Context: an optimization exercise on an open-source flow, tuned for small area. The choices shown serve that exercise and are no tape-out recipe. In this exercise RTL edits were held to simulation tests only and were not proved equivalent to the original. No activity file was given, so power comes from the tool's default toggle rates.

Design fli_dec, start of the top module:
module fli_dec (
    input  wire        clk,
    input  wire        rst,           
    input  wire        host_we,
    input  wire [2:0]  host_addr,     
    input  wire [31:0] host_wdata,
    output wire [5:0]  status,        
    output wire [1:0]  ctrl,          
    output wire [31:0] ip,
    output wire [31:0] errcode,
    input  wire        s_valid,
    input  wire [7:0]  s_data,
    input  wire        s_err,         
    input  wire [31:0] s_errcode,
    output wire        s_ready,
    output reg         fb_we,
    output wire        fb_wbank,
    output wire [15:0] fb_waddr,
    output reg  [7:0]  fb_wdata,
    output wire        fb_re,
    output wire        fb_rbank,
    output wire [15:0] fb_raddr,
    input  wire [7:0]  fb_rdata,
    output reg         pal_we,
    output wire        pal_wbank,
    output wire [9:0]  pal_waddr,
    output reg  [7:0]  pal_wdata,
    output wire        pal_re,
    output wire        pal_rbank,
    output wire [9:0]  pal_raddr,
    input  wire [7:0]  pal_rdata
);
clock: 11.0 ns
lec_check: 0
cap_margin: 20
core_margin: 2
core_utilization: 65
cts_buf_list: sky130_fd_sc_hd__clkbuf_4
place_density: 0.8
slew_margin: 20
standard.sh (not shown) runs the stock make flow with config.mk's settings and CLKGATE_MAP_FILE= SYNTH_SCRIPT=/design/flow/synth_recipe.tcl, a recipe that flattens the netlist after the stock synthesis.
==> flow/flow/run.sh <==
#!/bin/bash
# Layout flow: the standard flow (standard.sh), with these changes.
#  1. Synthesis is the standard synthesis script (synth_recipe.tcl) with
#     three changes for area: ABC maps the logic with an area-oriented script
#     (abc_area.script); adders are left as logic for ABC instead of being
#     mapped to full/half adder cells first (ADDER_MAP_FILE empty); and no
#     buffers are added to pass-through wires (placement buffers every port
#     anyway).  None of these touches the registers: names, count and cells
#     are the standard synthesis's.
#  2. The port buffers that placement inserts are sky130_fd_sc_hd__buf_1.
#  3. Clock tree synthesis uses clkbuf_4 buffers, clusters of up to 6
#     registers and no dummy loads.
# Each step's full output is in synth.log / layout.log here, and ORFS's own
# logs are under orfs/logs/.
set -euo pipefail
flow_dir=$(cd "$(dirname "${BASH_SOURCE[0]}")" && pwd)
export FLOW_ABC_SCRIPT="$flow_dir/abc_area.script"
export FLOW_STD_SYNTH="$PWD/synth_recipe.tcl"
knobs=("SYNTH_SCRIPT=$flow_dir/synth.tcl"
       "SYNTH_OPERATIONS_ARGS=-extra-map $flow_dir/lcu_bk.v"
       "ADDER_MAP_FILE="
       "SYNTH_INSBUF=0"
       "BUFFER_PORTS_ARGS=-buffer_cell sky130_fd_sc_hd__buf_1"
       "CTS_ARGS=-sink_clustering_enable -repair_clock_nets -dont_use_dummy_load -sink_clustering_size 6 -sink_clustering_max_diameter 80 -buf_list sky130_fd_sc_hd__clkbuf_4")
bash standard.sh "${knobs[@]}" synth > synth.log 2>&1
bash standard.sh "${knobs[@]}" finish > layout.log 2>&1
==> flow/flow/abc_area.script <==
&get -n
&st
&deepsyn -T 30
&dch
&nf -a -R 1000
&put
topo
==> flow/flow/lcu_bk.v <==
(* techmap_celltype = "$lcu" *)
module _70_lcu_brent_kung (P, G, CI, CO);
	parameter WIDTH = 2;

	(* force_downto *)
	input [WIDTH-1:0] P, G;
	input CI;

	(* force_downto *)
	output [WIDTH-1:0] CO;

	integer i, j;
	(* force_downto *)
	reg [WIDTH-1:0] p, g;

	wire [1023:0] _TECHMAP_DO_ = "proc; opt -fast";

	always @* begin
		p = P;
		g = G;

		// in almost all cases CI will be constant zero
		g[0] = g[0] | (p[0] & CI);

		// [[CITE]] Brent Kung Adder
		// R. P. Brent and H. T. Kung, "A Regular Layout for Parallel Adders",
		// IEEE Transaction on Computers, Vol. C-31, No. 3, p. 260-264, March, 1982

		// Main tree
		for (i = 1; i <= $clog2(WIDTH); i = i+1) begin
			for (j = 2**i - 1; j < WIDTH; j = j + 2**i) begin
				g[j] = g[j] | p[j] & g[j - 2**(i-1)];
				p[j] = p[j] & p[j - 2**(i-1)];
			end
		end

		// Inverse tree
		for (i = $clog2(WIDTH); i > 0; i = i-1) begin
			for (j = 2**i + 2**(i-1) - 1; j < WIDTH; j = j + 2**i) begin
				g[j] = g[j] | p[j] & g[j - 2**(i-1)];
				p[j] = p[j] & p[j - 2**(i-1)];
			end
		end
	end

	assign CO = g;
endmodule
Other scripts of this flow, unchanged in this note and not shown: flow/flow/synth.tcl
Next try:
--- a/flow/flow/run.sh
+++ b/flow/flow/run.sh
@@ -3,8 +3,6 @@
 #  1. Synthesis is the standard synthesis script (synth_recipe.tcl) with
-#     three changes for area: ABC maps the logic with an area-oriented script
-#     (abc_area.script); adders are left as logic for ABC instead of being
-#     mapped to full/half adder cells first (ADDER_MAP_FILE empty); and no
-#     buffers are added to pass-through wires (placement buffers every port
-#     anyway).  None of these touches the registers: names, count and cells
-#     are the standard synthesis's.
+#     two changes for area: ABC maps the logic with an area-oriented script
+#     (abc_area.script), and Yosys builds carry chains as ripple chains
+#     (lcu_ripple.v) instead of Kogge-Stone trees.  Neither touches the
+#     registers: names, count and cells are the standard synthesis's.
 #  2. The port buffers that placement inserts are sky130_fd_sc_hd__buf_1.
@@ -12,2 +10,4 @@
 #     registers and no dummy loads.
+#  4. No buffers are added to pass-through wires in synthesis (placement
+#     buffers every port anyway).
 # Each step's full output is in synth.log / layout.log here, and ORFS's own
@@ -19,4 +19,3 @@
 knobs=("SYNTH_SCRIPT=$flow_dir/synth.tcl"
-       "SYNTH_OPERATIONS_ARGS=-extra-map $flow_dir/lcu_bk.v"
-       "ADDER_MAP_FILE="
+       "SYNTH_OPERATIONS_ARGS=-extra-map $flow_dir/lcu_ripple.v"
        "SYNTH_INSBUF=0"
==> flow/flow/lcu_ripple.v (new file) <==
// Ripple carry chain for Yosys's $lcu (carry lookahead unit): the smallest
// form, for an area-oriented synthesis
(* techmap_celltype = "$lcu" *)
module _70_lcu_ripple (P, G, CI, CO);
	parameter WIDTH = 2;

	(* force_downto *)
	input [WIDTH-1:0] P, G;
	input CI;

	(* force_downto *)
	output [WIDTH-1:0] CO;

	integer i;
	(* force_downto *)
	reg [WIDTH-1:0] g;

	wire [1023:0] _TECHMAP_DO_ = "proc; opt -fast";

	always @* begin
		g = G;
		g[0] = g[0] | (P[0] & CI);
		for (i = 1; i < WIDTH; i = i + 1)
			g[i] = g[i] | P[i] & g[i - 1];
	end

	assign CO = g;
endmodule
removed: flow/flow/lcu_bk.v
After rerunning: Final cell count shrinks by a few percent; worst setup slack degrades by 1.1 ns; global-route usage grows by 0.35 points.
Next try:
--- a/flow/flow/run.sh
+++ b/flow/flow/run.sh
@@ -5,3 +5,3 @@
 #     (abc_area.script), and Yosys builds carry chains as ripple chains
-#     (lcu_ripple.v) instead of Kogge-Stone trees.  Neither touches the
+#     (lcu_bk.v) instead of Kogge-Stone trees.  Neither touches the
 #     registers: names, count and cells are the standard synthesis's.
@@ -19,3 +19,3 @@
 knobs=("SYNTH_SCRIPT=$flow_dir/synth.tcl"
-       "SYNTH_OPERATIONS_ARGS=-extra-map $flow_dir/lcu_ripple.v"
+       "SYNTH_OPERATIONS_ARGS=-extra-map $flow_dir/lcu_bk.v"
        "SYNTH_INSBUF=0"
==> flow/flow/lcu_bk.v (new file) <==
(* techmap_celltype = "$lcu" *)
module _70_lcu_brent_kung (P, G, CI, CO);
	parameter WIDTH = 2;

	(* force_downto *)
	input [WIDTH-1:0] P, G;
	input CI;

	(* force_downto *)
	output [WIDTH-1:0] CO;

	integer i, j;
	(* force_downto *)
	reg [WIDTH-1:0] p, g;

	wire [1023:0] _TECHMAP_DO_ = "proc; opt -fast";

	always @* begin
		p = P;
		g = G;

		// in almost all cases CI will be constant zero
		g[0] = g[0] | (p[0] & CI);

		// [[CITE]] Brent Kung Adder
		// R. P. Brent and H. T. Kung, "A Regular Layout for Parallel Adders",
		// IEEE Transaction on Computers, Vol. C-31, No. 3, p. 260-264, March, 1982

		// Main tree
		for (i = 1; i <= $clog2(WIDTH); i = i+1) begin
			for (j = 2**i - 1; j < WIDTH; j = j + 2**i) begin
				g[j] = g[j] | p[j] & g[j - 2**(i-1)];
				p[j] = p[j] & p[j - 2**(i-1)];
			end
		end

		// Inverse tree
		for (i = $clog2(WIDTH); i > 0; i = i-1) begin
			for (j = 2**i + 2**(i-1) - 1; j < WIDTH; j = j + 2**i) begin
				g[j] = g[j] | p[j] & g[j - 2**(i-1)];
				p[j] = p[j] & p[j - 2**(i-1)];
			end
		end
	end

	assign CO = g;
endmodule
removed: flow/flow/lcu_ripple.v
Result: Cell count came out higher by 2.8%. Count of clock-buffer cells in the layout does not change. Total power came out higher by about 7%. Flip-flop and latch count is unchanged. Core utilization came out lower by 3.7 points. Hold slack got worse by 0.012 ns.
Next try:
--- a/flow/flow/run.sh
+++ b/flow/flow/run.sh
@@ -3,6 +3,8 @@
 #  1. Synthesis is the standard synthesis script (synth_recipe.tcl) with
-#     two changes for area: ABC maps the logic with an area-oriented script
-#     (abc_area.script), and Yosys builds carry chains as ripple chains
-#     (lcu_bk.v) instead of Kogge-Stone trees.  Neither touches the
-#     registers: names, count and cells are the standard synthesis's.
+#     three changes for area: ABC maps the logic with an area-oriented script
+#     (abc_area.script); adders are left as logic for ABC instead of being
+#     mapped to full/half adder cells first (ADDER_MAP_FILE empty); and no
+#     buffers are added to pass-through wires (placement buffers every port
+#     anyway).  None of these touches the registers: names, count and cells
+#     are the standard synthesis's.
 #  2. The port buffers that placement inserts are sky130_fd_sc_hd__buf_1.
@@ -10,4 +12,2 @@
 #     registers and no dummy loads.
-#  4. No buffers are added to pass-through wires in synthesis (placement
-#     buffers every port anyway).
 # Each step's full output is in synth.log / layout.log here, and ORFS's own
@@ -19,3 +19,3 @@
 knobs=("SYNTH_SCRIPT=$flow_dir/synth.tcl"
-       "SYNTH_OPERATIONS_ARGS=-extra-map $flow_dir/lcu_bk.v"
+       "ADDER_MAP_FILE="
        "SYNTH_INSBUF=0"
removed: flow/flow/lcu_bk.v
Outcome: The new run produced a clean layout. Non-clock buffer count came out higher by 5. Power came out higher by 6.4%. Worst setup slack got worse by 0.046 ns. Via count came out higher by 8.4%. Wire length came out higher by 4.6%.
Next try:
==> flow/flow/abc_area.script (replaced) <==
&get -n
&st
&deepsyn -T 30
&dch
&nf -a -R 1000
&put
strash
&get -n
&st
&deepsyn -T 30
&dch
&nf -a -R 1000
&put
topo
The changed run ran to the end with no violations.
Via count goes down by 1.5%.
Count of clock-buffer cells in the layout goes down by 1.
Global-route usage goes up by 0.17 points.
Non-clock buffer count goes up by 4.
Hold slack loses 0.0056 ns.

-- afterwards: timing with drivers on the ports --
In the flow no input, the clock included, has a driving cell. The finished layouts below were timed again as built, in two steps. Step 1 (the two cells are an assumption about what drives the block):
set clk [get_ports {clk}]
set_driving_cell -lib_cell sky130_fd_sc_hd__clkbuf_16 $clk
set_driving_cell -lib_cell sky130_fd_sc_hd__buf_2 [delete_from_list [all_inputs] $clk]
Step 2, shift: input delay + t, output delay - t, t = (earliest + latest rising clock arrival at the registers) / 2. This alone moves slack from input paths to output paths. a / b / c = ideal / step 1 / step 2; a / b = the first two.
run	t, ns	slack for setup (ns)	worst setup path at the end
the first run	0.683	1.495 / 1.514 / 0.831	input to register
the second run	0.667	0.434 / 0.434 / 0.434	register to register
the third run	0.703	1.298 / 1.298 / 1.298	register to register
the fourth run	0.684	1.252 / 1.279 / 0.594	input to register
the fifth run	0.664	0.668 / 0.682 / 0.018	input to register
After both steps every run listed still meets setup and hold. The setup slack of the first run, which loses most, moves by +0.019 ns with the drivers and by -0.664 ns with both steps.
